From an optimization exercise on the open Yosys and OpenROAD flow, aimed at a short achievable clock period and few clock cycles; shortcuts taken in it are not production practice. Function was checked by simulation only, so behaviour that the tests miss may differ from the original. Power and IR drop assume default switching activity.

==> inputs of run a <==
==> flow/design.v (excerpt) <==
module cpusim_core (
    input  wire        clk,
    input  wire        rst,         
    output wire        mem_re,
    output wire [9:0]  mem_raddr,
    input  wire [31:0] mem_rdata,
    output wire        mem_we,
    output wire [9:0]  mem_waddr,
    output wire [31:0] mem_wdata,
    output wire        out_valid,
    output wire [1:0]  out_reg,
    output wire [31:0] out_data,
    output wire        halted,
    output wire [2:0]  fault,
    input  wire [2:0]  dbg_sel,
    output reg  [31:0] dbg_data
);
Settings: LEC_CHECK=0, ABC_CLOCK_PERIOD_IN_PS=4000, CAP_MARGIN=20, CORE_MARGIN=2, CORE_UTILIZATION=40, SETUP_SLACK_MARGIN=5, SLEW_MARGIN=20; clock period 10.0 ns.
run.sh (not shown) runs the stock make flow with config.mk's settings and CLKGATE_MAP_FILE= SYNTH_SCRIPT=/design/flow/synth_recipe.tcl, a recipe that flattens the netlist after the stock synthesis.
==> run b: changes against run a <==
--- a/flow/design.v
+++ b/flow/design.v
@@ -59,14 +59,18 @@
     reg [31:0] dv_ab;           
     reg [35:0] dv_m3, dv_m5, dv_m7, dv_m9, dv_m11, dv_m13, dv_m15;    
     reg [63:0] bt_v;            
     reg [63:0] bt_r;            
     reg [7:0]  bt_t [0:63];     
     reg [8:0]  ras [0:3];       
     reg [1:0]  ras_p;           
+    reg        w_v;
+    reg [9:0]  w_a;
+    reg [31:0] w_d;
+    reg        w_code;          
     reg [3:0]  c_v;
     reg [5:0]  c_tag [0:3];
     reg [31:0] c_dat [0:3];
     wire e_act = e_valid & ~halted_r;
     wire [31:0] add_r = e_s1 + e_s2;
     wire [31:0] sub_r = e_s1 - e_s2;
     wire add_o = (~e_s1[31] & ~e_s2[31] & add_r[31]) | (e_s1[31] & e_s2[31] & ~add_r[31]);
@@ -259,16 +263,16 @@
                         ({32{dv_sel[13]}} & dv_d[13][31:0]) | ({32{dv_sel[14]}} & dv_d[14][31:0]) |
                         ({32{dv_sel[15]}} & dv_d[15][31:0]);
     wire div0   = e_div & (dv_b == 32'd0);
     wire st_oob = e_store & ((|e_s1[31:10]) | (&e_s1[9:2] & |e_s1[1:0]));
     wire [2:0] e_fcode = ~e_ok  ? e_fpre :
                          div0   ? F_DIV0 :
                          st_oob ? F_OOB  : F_NONE;
-    wire e_halt_now = e_act & (~e_ok | div0 | st_oob | e_halt);
-    wire e_stall = e_act & ((e_mul & ~e_mq & ~e_ph) |
+    wire e_halt_now = e_act & (((~e_ok | e_halt) & ~w_v) | div0 | st_oob);
+    wire e_stall = e_act & ((e_mul & ~e_mq & ~e_ph) | ((~e_ok | e_halt) & w_v) |
                             (e_div & (dv_st != DV_WB) & ~((dv_st == DV_SETUP) & e_dquick)) |
                             (e_miss & ~e_ph));
     wire e_done  = e_act & ~e_stall;
     wire e_free  = ~e_act | e_done;
     wire e_wrins = e_add | e_sub | e_mul | e_div | e_and | e_or | e_xor | e_not |
                    e_shl | e_shr | e_load | e_pop;
     wire e_wrb   = e_done & e_wrins;                  
@@ -371,34 +375,38 @@
     wire d_sredir = d_valid & ~d_oob & (d_j_imm | d_j_nt | d_j_call | (i_ret & fa_seq));
     wire [31:0] d_stgt = i_call ? r0e : i_ret ? {23'd0, ras[ras_p]} : d_j_nt ? d_pc + 32'd4 : {24'd0, op0};
     wire [5:0]  fix  = fa[7:2];
     wire        f_in = ~|fa[31:8];
     wire [31:0] f_pred = (f_in & bt_v[fix]) ?
                          (bt_r[fix] ? {23'd0, ras[ras_p]} : {24'd0, bt_t[fix]}) :
                          fa + 32'd4;
-    wire st_read = e_act & e_miss & ~e_ph;                    
+    wire st_read = e_act & e_miss & ~e_ph & ~w_v;
     assign mem_re    = 1'b1;
     assign mem_raddr = st_read ? sp : (e_stall ? d_pc[9:0] : fa[9:0]);
-    assign mem_we    = e_act & (e_store | e_push | e_call) & e_ok & ~st_oob;
-    assign mem_waddr = e_wa;
-    assign mem_wdata = e_wd;
+    wire e_write     = e_act & (e_store | e_push | e_call) & e_ok & ~st_oob;
+    assign mem_we    = w_v;
+    assign mem_waddr = w_a;
+    assign mem_wdata = w_d;
     assign out_valid = e_act & e_out & e_ok;
     assign out_reg   = e_rd;
     assign out_data  = e_wd;
-    assign halted = halted_r | (e_act & (~e_ok | e_halt));
+    assign halted = halted_r | (e_act & (~e_ok | e_halt) & ~w_v);
     assign fault  = halted_r ? fault_r : (e_ok ? F_NONE : e_fpre);
-    always @(*)
-        dbg_data = ({32{dbg_sel == 3'd0}} & x[0]) |
-                   ({32{dbg_sel == 3'd1}} & x[1]) |
-                   ({32{dbg_sel == 3'd2}} & x[2]) |
-                   ({32{dbg_sel == 3'd3}} & x[3]) |
-                   ({32{dbg_sel == 3'd4}} & e_pc) |
-                   ({32{dbg_sel == 3'd5}} & {22'd0, sp}) |
-                   ({32{dbg_sel == 3'd6}} & {29'd0, flag_o, flag_n, flag_z}) |
-                   ({32{dbg_sel == 3'd7}} & 32'h0000_0300);
+    always @(*) begin
+        case (dbg_sel)
+            3'd0: dbg_data = x[0];
+            3'd1: dbg_data = x[1];
+            3'd2: dbg_data = x[2];
+            3'd3: dbg_data = x[3];
+            3'd4: dbg_data = e_pc;
+            3'd5: dbg_data = {22'd0, sp};
+            3'd6: dbg_data = {29'd0, flag_o, flag_n, flag_z};
+            default: dbg_data = 32'h0000_0300;    
+        endcase
+    end
     wire e_commit = e_done & e_ok;
     integer i;
     always @(posedge clk) begin
         if (rst) begin
             halted_r <= 1'b0;
             fault_r  <= F_NONE;
             x[0] <= 32'd0;
@@ -410,25 +418,28 @@
             flag_z <= 1'b0;
             flag_n <= 1'b0;
             flag_o <= 1'b0;
             fa <= 32'd0;
             d_valid <= 1'b0;
             e_valid <= 1'b0;
             e_ph <= 1'b0;
+            w_v <= 1'b0;
             dv_st <= DV_SETUP;
             c_v <= 4'd0;
             bt_v <= 64'd0;
             ras_p <= 2'd0;
             for (i = 0; i < 4; i = i + 1)
                 ras[i] <= 9'd0;
         end else if (!halted_r) begin
             if (e_halt_now) begin
                 halted_r <= 1'b1;
                 fault_r  <= e_fcode;
             end
+            w_v    <= e_write;
+            w_code <= e_store & (e_s1[9:0] < 10'h103);
             if (e_commit) begin
                 if (e_wrins) begin
                     x[e_rd]    <= e_res;
                     x_sm[e_rd] <= ~|e_res[31:3];
                 end
                 if (e_add | e_sub) begin
                     flag_z <= e_add ? add_z : sub_z;
@@ -450,15 +461,15 @@
             end
             if (e_act & e_store)
                 for (i = 0; i < 4; i = i + 1)
                     if ((c_tag[i] == sa[9:4] && i[1:0] == sa[3:2]) ||
                         (sa[1:0] != 2'd0 && c_tag[i] == sa1[7:2] && i[1:0] == sa1[1:0]))
                         c_v[i] <= 1'b0;
             if (e_act)
-                e_ph <= ((e_mul & ~e_mq) | e_miss) & ~e_ph;
+                e_ph <= ((e_mul & ~e_mq) | (e_miss & ~w_v)) & ~e_ph;
             if (e_act & e_div) begin
                 case (dv_st)
                     DV_SETUP: if (!e_dquick) dv_st <= dv_lt2 ? DV_WB : DV_ITER;
                     DV_ITER:  if (dv_n == 3'd0) dv_st <= DV_WB;
                     default:  dv_st <= DV_SETUP;
                 endcase
             end
@@ -467,14 +478,16 @@
             else if (e_free)
                 e_valid <= d_valid;
             if (st_read) begin
                 d_valid <= 1'b0;
             end else if (e_redir) begin
                 fa      <= e_tgt;
                 d_valid <= 1'b0;
+            end else if (w_v & w_code) begin
+                d_valid <= 1'b0;                      
             end else if (!e_stall) begin
                 d_valid <= ~d_sredir;
                 fa      <= d_sredir ? d_stgt : f_pred;
             end
         end
     end
     always @(posedge clk) begin
@@ -543,13 +556,15 @@
                 m_big <= mq2 ? r1v : r2v;
             end
             if (i_div) begin
                 dv_a <= r1v;
                 dv_b <= r2v;
             end
         end
+        w_a <= e_wa;
+        w_d <= e_wd;
         if (!e_stall) begin
             d_pc  <= fa;
             d_oob <= |fa[31:8];
         end
     end
 endmodule
==> run c: changes against run a <==
--- a/flow/design.v
+++ b/flow/design.v
@@ -357,23 +357,18 @@
         else if ((i_call | i_push) & sp_full)         d_fault = F_OOB;
         else if ((i_ret | i_pop) & sp_empty)          d_fault = F_OOB;
     end
     wire [31:0] r0e = hit0 ? e_s1 : x[op0[1:0]];
     wire late0 = hit0 & ~e_early;
     wire fa_seq = (fa == d_pc + 32'd4);
     wire [7:0] pc4_8 = d_pc[7:0] + 8'd4;
-    wire z_known = ~(e_act & (e_add | e_sub));
-    wire i_jc    = i_jz | i_jnz;
-    wire jc_tk   = z_known ? (i_jz ? flag_z : ~flag_z) : (op0 < d_pc[7:0]);
-    wire fa_imm  = (fa == {24'd0, op0});
-    wire d_j_imm = (i_jump | (i_jc & jc_tk)) & (op0 != pc4_8) & ~fa_imm;
-    wire d_j_nt  = i_jc & z_known & ~jc_tk & ~fa_seq;
-    wire d_j_call = i_call & ~late0 & fa_seq;
-    wire d_sredir = d_valid & ~d_oob & (d_j_imm | d_j_nt | d_j_call | (i_ret & fa_seq));
-    wire [31:0] d_stgt = i_call ? r0e : i_ret ? {23'd0, ras[ras_p]} : d_j_nt ? d_pc + 32'd4 : {24'd0, op0};
+    wire d_j_imm = (i_jump | ((i_jz | i_jnz) & (op0 < d_pc[7:0]))) & (op0 != pc4_8);
+    wire d_j_call = i_call & ~late0;
+    wire d_sredir = d_valid & ~d_oob & fa_seq & (d_j_imm | d_j_call | i_ret);
+    wire [31:0] d_stgt = i_call ? r0e : i_ret ? {23'd0, ras[ras_p]} : {24'd0, op0};
     wire [5:0]  fix  = fa[7:2];
     wire        f_in = ~|fa[31:8];
     wire [31:0] f_pred = (f_in & bt_v[fix]) ?
                          (bt_r[fix] ? {23'd0, ras[ras_p]} : {24'd0, bt_t[fix]}) :
                          fa + 32'd4;
     wire st_read = e_act & e_miss & ~e_ph;                    
     assign mem_re    = 1'b1;
==> notes.md <==
The lowest die area belongs to run c, the highest to run b.
Of run b and run c, run b has the higher sequential share of layout area (gap 0.053 points).
Sequential power is about the same in run a and run c.
Clock skew: run c is lower than run a (41 ps).
Between run b and run c, the lower clock power is in run c (gap 4.7%, measured against run c).
Testbench counts of run a, summed over its fixed seeds: cycles 65,573.
Testbench counts of run b, summed over its fixed seeds: cycles 65,592.
Testbench counts of run c, summed over its fixed seeds: cycles 65,761.

## static timing again, ports no longer ideal
The results above use ideal ports. As a check the final layouts listed here were re-extracted and re-timed, cells and wires unchanged.
Step 1 (the two cells are an assumption about what drives the block):
set clk [get_ports {clk}]
set_driving_cell -lib_cell sky130_fd_sc_hd__clkbuf_16 $clk
set_driving_cell -lib_cell sky130_fd_sc_hd__buf_2 [delete_from_list [all_inputs] $clk]
Step 2, shift: input delay + t, output delay - t, t = (earliest + latest rising clock arrival at the registers) / 2. This alone moves slack from input paths to output paths.
Three values: no drivers, after step 1, after step 2; two values: the first two.
| run | shift t [ns] | slack for setup (ns) | clock arrival spread, ns | slew at the worst register clock pin (ns) | cell pins on the clock port's net |
|---|---|---|---|---|---|
| run a | 1.077 | 4.616 / 4.551 / 3.948 | 0.196 / 0.196 | 0.07 / 0.07 | 1 |
| run b | 1.079 | 4.679 / 4.399 / 3.871 | 0.195 / 0.195 | 0.08 / 0.08 | 1 |
| run c | 1.073 | 4.559 / 4.434 / 3.784 | 0.155 / 0.155 | 0.08 / 0.08 | 1 |
After both steps setup and hold are still met in every run listed. The setup slack of run b, which loses most, moves by -0.280 ns with the drivers and by -0.808 ns with both steps.
